Background: an optimization exercise with open tools, aiming at small area. Do not read the settings as production practice. Only simulation tests tie the RTL to the original design; equivalence was not proved. Power and IR drop assume default switching activity.

==> flow/design.v <==
module frame_parser (
    input  wire        clk,
    input  wire        rst,               
    input  wire        cmd_valid,
    input  wire [7:0]  cmd_op,            
    input  wire [31:0] cmd_now,           
    input  wire [7:0]  cmd_byte,          
    output wire        rsp_valid,
    output wire [7:0]  rsp_status,        
    output wire        rsp_begin,         
    output wire        rsp_data_valid,    
    output wire [7:0]  rsp_data,          
    output wire [23:0] rsp_type,          
    output wire [15:0] rsp_plen,          
    output wire [15:0] rsp_crc,           
    output wire [31:0] rsp_time,          
    output wire [31:0] rsp_attempted,     
    output wire [31:0] rsp_valid_frames,  
    output wire [31:0] rsp_cs_errors,     
    output wire [31:0] rsp_malformed,     
    output wire [31:0] rsp_timeouts       
);
    localparam [7:0]  START_MARKER = 8'h02;
    localparam [7:0]  END_MARKER   = 8'h03;
    localparam [7:0]  ESC_MARKER   = 8'h1B;
    localparam [15:0] CRC_POLY     = 16'h1021;
    localparam [31:0] TIMEOUT_MS   = 32'd5000;
    localparam [3:0] P_IDLE = 4'd15;
    reg [3:0]  pos;
    reg        esc;
    reg [11:0] dig;           
    reg [11:0] cnt;           
    reg [9:0]  pay_len;       
    reg [23:0] typ;
    reg [31:0] start;
    reg [15:0] crc;
    reg        cs_ok;         
    reg [31:0] attempted, valid_frames, cs_errors, malformed, timeouts;
    function [15:0] crc_byte(input [15:0] r_in, input [7:0] b);
        reg [15:0] r;
        integer i;
        begin
            r = r_in ^ {b, 8'h00};
            for (i = 0; i < 8; i = i + 1)
                r = r[15] ? ((r << 1) ^ CRC_POLY) : (r << 1);
            crc_byte = r;
        end
    endfunction
    function [7:0] hex_digit(input [3:0] x);
        hex_digit = (x <= 4'd9) ? (8'h30 + {4'd0, x}) : (8'h41 + {4'd0, x} - 8'd10);
    endfunction
    function [11:0] bcd_inc3(input [11:0] d, input ci);
        reg c;
        integer k;
        begin
            c = ci;
            for (k = 0; k < 3; k = k + 1) begin
                bcd_inc3[4*k +: 4] = c ? ((d[4*k +: 4] == 4'd9) ? 4'd0 : d[4*k +: 4] + 4'd1)
                                       : d[4*k +: 4];
                c = c & (d[4*k +: 4] == 4'd9);
            end
        end
    endfunction
    function [31:0] inc32(input [31:0] q, input ci);
        reg c;
        integer i;
        begin
            c = ci;
            for (i = 0; i < 16; i = i + 1) begin
                inc32[i] = q[i] ^ c;
                c = c & q[i];
            end
            c = ci & (&q[15:0]);
            for (i = 16; i < 32; i = i + 1) begin
                inc32[i] = q[i] ^ c;
                c = c & q[i];
            end
        end
    endfunction
    function [9:0] inc10(input [9:0] q, input ci);
        reg c;
        integer i;
        begin
            c = ci;
            for (i = 0; i < 10; i = i + 1) begin
                inc10[i] = q[i] ^ c;
                c = c & q[i];
            end
        end
    endfunction
    wire is_feed  = cmd_op == 8'h06;
    wire is_tick  = cmd_op == 8'h07;
    wire is_stats = cmd_op == 8'h08;
    wire is_reset = cmd_op == 8'h09;
    wire is_legal = is_feed | is_tick | is_stats | is_reset;
    wire feed = cmd_valid & is_feed;
    wire clr  = rst | (cmd_valid & is_reset);
    wire        idle      = pos == P_IDLE;
    wire [13:0] d_lo    = {1'b0, cmd_now[12:0]} - {1'b0, start[12:0]};
    wire        lo_bw   = d_lo[13];
    wire [18:0] t_hi    = cmd_now[31:13] ^ start[31:13];
    wire        hi_eq   = ~|t_hi;                  
    wire [17:0] inc_ok;                            
    genvar gi;
    generate for (gi = 0; gi < 18; gi = gi + 1) begin : g_inc
        assign inc_ok[gi] = t_hi[gi+1] == (start[13+gi] & t_hi[gi]);
    end endgenerate
    wire        hi_inc  = t_hi[0] & (&inc_ok);
    wire        hi_zero = lo_bw ? hi_inc : hi_eq;
    wire        late    = ~hi_zero | (d_lo[12:0] > TIMEOUT_MS[12:0]);
    wire        timed_out = cmd_valid & (is_feed | is_tick) & ~idle & late;
    wire [3:0]  cur       = timed_out ? P_IDLE : pos;
    wire c_idle = cur == P_IDLE;
    wire c_len  = cur[3:2] == 2'b00;
    wire c_type = cur[3:2] == 2'b01;
    wire c_pay  = cur == 4'd8;
    wire c_cs   = cur[3] & ~c_pay & ~c_idle;
    wire last   = cur[1:0] == 2'b11;       
    wire cs_first = cur == 4'd9;
    wire cs_last  = cur == 4'd12;
    wire b_start = cmd_byte == START_MARKER;
    wire b_end   = cmd_byte == END_MARKER;
    wire b_esc   = cmd_byte == ESC_MARKER;
    wire b_digit = cmd_byte >= 8'h30 && cmd_byte <= 8'h39;
    wire b_colon = cmd_byte == 8'h3A;
    reg [3:0] nib;
    always @(*) begin
        case (cur[1:0])
            2'b01:   nib = crc[15:12];
            2'b10:   nib = crc[11:8];
            2'b11:   nib = crc[7:4];
            default: nib = crc[3:0];
        endcase
    end
    wire cs_match = cmd_byte == hex_digit(nib);
    wire pay_end   = c_pay & ~esc & b_end;           
    wire pay_byte  = c_pay & ~pay_end;               
    wire over      = cnt == 12'h999;                 
    wire len_ok    = cnt == dig;
    wire ev_begin     = c_idle & b_start;
    wire ev_malformed = (c_len & ~last & ~b_digit) | ((c_len | c_type) & last & ~b_colon) |
                        (pay_byte & over) | (pay_end & ~len_ok);
    wire cs_good      = cs_match & (cs_first | cs_ok);
    wire ev_frame     = c_cs & cs_last & cs_good;
    wire ev_mismatch  = c_cs & cs_last & ~cs_good;
    wire data_out     = pay_byte & ~over & (esc | ~b_esc);
    wire advance = ev_begin | ((c_len | c_type) & ~ev_malformed) |
                   (pay_end & len_ok) | (c_cs & ~cs_last);
    wire hold    = (c_idle & ~b_start) | (pay_byte & ~over);
    assign rsp_valid        = cmd_valid;
    assign rsp_status       = is_legal ? {7'd0, is_feed & ev_frame} : 8'hFF;
    assign rsp_begin        = is_feed & ev_begin;
    assign rsp_data_valid   = is_feed & data_out;
    assign rsp_data         = {cmd_byte[7:6], cmd_byte[5] ^ esc, cmd_byte[4:0]};
    assign rsp_type         = typ;
    assign rsp_plen         = {6'd0, pay_len};
    assign rsp_crc          = crc;
    assign rsp_time         = cmd_now;
    assign rsp_attempted    = attempted;
    assign rsp_valid_frames = valid_frames;
    assign rsp_cs_errors    = cs_errors;
    assign rsp_malformed    = malformed;
    assign rsp_timeouts     = timeouts;
    always @(posedge clk) begin
        if (clr) begin
            pos <= P_IDLE;
        end else if (cmd_valid) begin
            if (is_feed)
                pos <= advance ? cur + 4'd1 : hold ? cur : P_IDLE;
            else if (timed_out)
                pos <= P_IDLE;
        end
    end
    always @(posedge clk) begin
        if (clr) begin
            attempted    <= 32'd0;
            valid_frames <= 32'd0;
            cs_errors    <= 32'd0;
            malformed    <= 32'd0;
            timeouts     <= 32'd0;
        end else begin
            timeouts     <= inc32(timeouts,     timed_out);
            attempted    <= inc32(attempted,    feed & ev_begin);
            malformed    <= inc32(malformed,    feed & ev_malformed);
            cs_errors    <= inc32(cs_errors,    feed & ev_mismatch);
            valid_frames <= inc32(valid_frames, feed & ev_frame);
        end
    end
    always @(posedge clk) begin
        if (c_idle) start <= cmd_now;
        cnt     <= c_pay  ? bcd_inc3(cnt, feed & pay_byte) : 12'h004;
        pay_len <= c_idle ? 10'd0 : inc10(pay_len, feed & data_out);
        if (feed) begin
            esc <= pay_byte & ~esc & b_esc;
            if (c_idle)
                crc <= 16'hFFFF;
            else if (~c_cs & ~pay_end)
                crc <= crc_byte(crc, cmd_byte);
            if (c_len & ~last)
                dig <= {dig[7:0], cmd_byte[3:0]};
            if (c_type & ~last)
                typ <= {typ[15:0], cmd_byte};
            if (c_cs)
                cs_ok <= cs_good;
        end
    end
endmodule
Settings: LEC_CHECK=0, CAP_MARGIN=20, CORE_MARGIN=2, CORE_UTILIZATION=40, PLACE_DENSITY=0.6, SLEW_MARGIN=20; clock period 10.0 ns.
standard.sh (not shown) runs the stock make flow with config.mk's settings and CLKGATE_MAP_FILE= SYNTH_SCRIPT=/design/flow/synth_recipe.tcl, a recipe that flattens the netlist after the stock synthesis.
==> flow/flow/run.sh <==
#!/bin/bash
# The standard layout, with two changes to how it is built:
#  - the port buffers are the smallest buffer cell (buf_1) instead of the
#    delay buffer buffer_ports picks by default;
#  - the clock tree is built from clkbuf_2 cells without dummy loads.
# standard.sh's whole output (every ORFS step) goes to standard_flow.log;
# each step's own log is kept under orfs/logs/.
set -euo pipefail
export BUFFER_PORTS_ARGS="-buffer_cell sky130_fd_sc_hd__buf_1"
export CTS_ARGS="-sink_clustering_enable -repair_clock_nets -dont_use_dummy_load -buf_list sky130_fd_sc_hd__clkbuf_2"
bash standard.sh > standard_flow.log 2>&1
==> next run, changes <==
--- a/flow/design.v
+++ b/flow/design.v
@@ -63,16 +63,15 @@
     endfunction
     function [31:0] inc32(input [31:0] q, input ci);
-        reg c;
-        integer i;
-        begin
-            c = ci;
-            for (i = 0; i < 16; i = i + 1) begin
-                inc32[i] = q[i] ^ c;
-                c = c & q[i];
-            end
-            c = ci & (&q[15:0]);
-            for (i = 16; i < 32; i = i + 1) begin
-                inc32[i] = q[i] ^ c;
-                c = c & q[i];
+        reg cb, c;
+        integer b, i;
+        begin
+            cb = ci;
+            for (b = 0; b < 4; b = b + 1) begin
+                c = cb;
+                for (i = 0; i < 8; i = i + 1) begin
+                    inc32[8*b+i] = q[8*b+i] ^ c;
+                    c = c & q[8*b+i];
+                end
+                cb = cb & (&q[8*b +: 8]);
             end
         end
@@ -83,5 +82,10 @@
         begin
             c = ci;
-            for (i = 0; i < 10; i = i + 1) begin
+            for (i = 0; i < 5; i = i + 1) begin
+                inc10[i] = q[i] ^ c;
+                c = c & q[i];
+            end
+            c = ci & (&q[4:0]);
+            for (i = 5; i < 10; i = i + 1) begin
                 inc10[i] = q[i] ^ c;
                 c = c & q[i];
Result: The new run produced a clean layout; register-to-register slack improved by 1.2 ns; fmax goes down by 0.40%; first-iteration DRC count is higher by 19%; sequential share of layout area stays flat; synthesized area climbs by 2.2%; worst hold slack got worse by 0.013 ns; global-route usage climbs by 0.34 points; worst setup slack gets worse by 0.038 ns; final area hardly moves; final cell count grows by 1.7%; sequential cell count is unchanged; via count came out higher by 2.9%; die area climbs by 2.1%.

* * *

frame_parser, a different RTL version from the one above (not shown whole).
For scale: roughly 1000 cells after synthesis, ~320 I/O pins, about 13000 um2 of cells after synthesis.
==> flow/config.mk <==
export PLATFORM = sky130hd
export DESIGN_NAME = frame_parser
export DESIGN_NICKNAME = frame_parser
export VERILOG_FILES = /design/flow/design.v
export SDC_FILE = /design/flow/constraint.sdc
export NUM_CORES = 4
export LEC_CHECK = 0
export CAP_MARGIN = 20
export CORE_MARGIN = 2
export CORE_UTILIZATION = 40
export PLACE_DENSITY = 0.6
export SLEW_MARGIN = 20
==> flow/constraint.sdc <==
create_clock -name core_clock -period 10.0 [get_ports {clk}]
set_input_delay 2.0000 -clock core_clock [delete_from_list [all_inputs] [get_ports {clk}]]
set_output_delay 2.0000 -clock core_clock [all_outputs]
set_load 0.01 [all_outputs]
run.sh (not shown) runs the stock make flow with config.mk's settings and CLKGATE_MAP_FILE= SYNTH_SCRIPT=/design/flow/synth_recipe.tcl, a recipe that flattens the netlist after the stock synthesis.
Stock flow here: none of the scripts above is used.
The first run ran to the end with violations: setup timing.
Then changed:
--- a/flow/design.v
+++ b/flow/design.v
@@ -45,63 +45,30 @@
                 r = r[15] ? ((r << 1) ^ CRC_POLY) : (r << 1);
             crc_byte = r;
         end
     endfunction
     function [7:0] hex_digit(input [3:0] x);
         hex_digit = (x <= 4'd9) ? (8'h30 + {4'd0, x}) : (8'h41 + {4'd0, x} - 8'd10);
     endfunction
     function [3:0] bcd_inc(input [3:0] d);
         bcd_inc = (d == 4'd9) ? 4'd0 : d + 4'd1;
     endfunction
-    function [31:0] inc32(input [31:0] q, input ci);
-        reg c;
-        integer i;
-        begin
-            c = ci;
-            for (i = 0; i < 32; i = i + 1) begin
-                inc32[i] = q[i] ^ c;
-                c = c & q[i];
-            end
-        end
-    endfunction
-    function [9:0] inc10(input [9:0] q, input ci);
-        reg c;
-        integer i;
-        begin
-            c = ci;
-            for (i = 0; i < 10; i = i + 1) begin
-                inc10[i] = q[i] ^ c;
-                c = c & q[i];
-            end
-        end
-    endfunction
-    function [31:0] sub32(input [31:0] a, input [31:0] b);
-        reg bw;
-        integer i;
-        begin
-            bw = 1'b0;
-            for (i = 0; i < 32; i = i + 1) begin
-                sub32[i] = a[i] ^ b[i] ^ bw;
-                bw = (~a[i] & b[i]) | (~(a[i] ^ b[i]) & bw);
-            end
-        end
-    endfunction
     wire is_feed  = cmd_op == 8'h06;
     wire is_tick  = cmd_op == 8'h07;
     wire is_stats = cmd_op == 8'h08;
     wire is_reset = cmd_op == 8'h09;
     wire is_legal = is_feed | is_tick | is_stats | is_reset;
     wire feed = cmd_valid & is_feed;
     wire clr  = rst | (cmd_valid & is_reset);
     wire        idle      = pos == P_IDLE;
-    wire [31:0] elapsed   = sub32(cmd_now, start);
-    wire        timed_out = cmd_valid & (is_feed | is_tick) & ~idle & ((|elapsed[31:13]) | (elapsed[12:0] > TIMEOUT_MS[12:0]));
+    wire [31:0] elapsed   = cmd_now - start;
+    wire        timed_out = cmd_valid & (is_feed | is_tick) & ~idle & (elapsed > TIMEOUT_MS);
     wire [3:0]  cur       = timed_out ? P_IDLE : pos;
     wire c_idle = cur == P_IDLE;
     wire c_len  = cur[3:2] == 2'b00;
     wire c_type = cur[3:2] == 2'b01;
     wire c_pay  = cur == 4'd8;
     wire c_cs   = cur[3] & ~c_pay & ~c_idle;
     wire last   = cur[1:0] == 2'b11;       
     wire cs_first = cur == 4'd9;
     wire cs_last  = cur == 4'd12;
     wire b_start = cmd_byte == START_MARKER;
@@ -157,42 +124,45 @@
                 pos <= P_IDLE;
         end
     end
     always @(posedge clk) begin
         if (clr) begin
             attempted    <= 32'd0;
             valid_frames <= 32'd0;
             cs_errors    <= 32'd0;
             malformed    <= 32'd0;
             timeouts     <= 32'd0;
-        end else begin
-            timeouts     <= inc32(timeouts,     timed_out);
-            attempted    <= inc32(attempted,    feed & ev_begin);
-            malformed    <= inc32(malformed,    feed & ev_malformed);
-            cs_errors    <= inc32(cs_errors,    feed & ev_mismatch);
-            valid_frames <= inc32(valid_frames, feed & ev_frame);
+        end else if (cmd_valid) begin
+            if (timed_out)              timeouts     <= timeouts + 32'd1;
+            if (is_feed & ev_begin)     attempted    <= attempted + 32'd1;
+            if (is_feed & ev_malformed) malformed    <= malformed + 32'd1;
+            if (is_feed & ev_mismatch)  cs_errors    <= cs_errors + 32'd1;
+            if (is_feed & ev_frame)     valid_frames <= valid_frames + 32'd1;
         end
     end
     always @(posedge clk) begin
         if (c_idle) start <= cmd_now;
         if (feed) begin
             esc <= pay_byte & ~esc & b_esc;
             if (c_idle)
                 crc <= 16'hFFFF;
             else if (~c_cs & ~pay_end)
                 crc <= crc_byte(crc, cmd_byte);
             if (c_len & ~last)
                 dig <= {dig[7:0], cmd_byte[3:0]};
             if (c_type & ~last)
                 typ <= {typ[15:0], cmd_byte};
             if (~c_pay)
                 cnt <= 12'h004;
             else if (pay_byte)
                 cnt <= {(cnt[7:0] == 8'h99) ? bcd_inc(cnt[11:8]) : cnt[11:8],
                         (cnt[3:0] == 4'h9)  ? bcd_inc(cnt[7:4])  : cnt[7:4],
                         bcd_inc(cnt[3:0])};
-            pay_len <= c_idle ? 10'd0 : inc10(pay_len, data_out);
+            if (c_idle)
+                pay_len <= 10'd0;
+            else if (data_out)
+                pay_len <= pay_len + 10'd1;
             if (c_cs)
                 cs_ok <= cs_good;
         end
     end
 endmodule
Result: The new run ran to the end with no violations; non-clock buffer count increases by 67; final cell count increases by 42%; utilization decreases by 6.5 points; fmax increases by 89%; count of clock-buffer cells in the layout decreases by 2; worst setup slack gets better by 8800 ps; synthesized area increases by 18%; clock power decreases by about 4%.

-- re-timing with driven ports --
In the flow no input, the clock included, has a driving cell. The finished layouts below were timed again as built, in two steps. Step 1, drivers: a clkbuf_16 drives clk and a buf_2 each remaining input, both assumed. Step 2 adds t to the input delays and takes it off the output delays; t is the mean of the earliest and latest rising clock arrival at the registers after step 1. Input paths then give back, and output paths get back, about the clock's delay inside the block. Three values: ideal ports, drivers, drivers and shift; two values: the first two.
| run | t (ns) | setup WS [ns] | hold WS [ns] | worst setup path after step 2 | worst data-port slew with drivers (ns) |
|---|---|---|---|---|---|
| the first run of note 1 | 0.892 | 0.504 / 0.475 / -0.256 | 0.442 / 0.442 / 0.442 | input to register | 0.04 |
| the second run of note 1 | 0.851 | 0.466 / 0.445 / 0.445 | 0.429 / 0.429 / 0.429 | input to output | 0.07 |
| the first run of note 2 | 0.613 | -8.748 / -8.759 / -9.373 | 0.449 / 0.449 / 0.449 | input to register | 0.06 |
| the second run of note 2 | 0.633 | 0.097 / 0.073 / 0.073 | 0.446 / 0.446 / 0.446 | input to output | 0.07 |
With both steps, setup timing fails in the first run of note 1, where it was met with ideal ports. For the first run of note 1, which loses most, drivers alone change the setup slack by -0.029 ns; drivers and shift together by -0.760 ns.
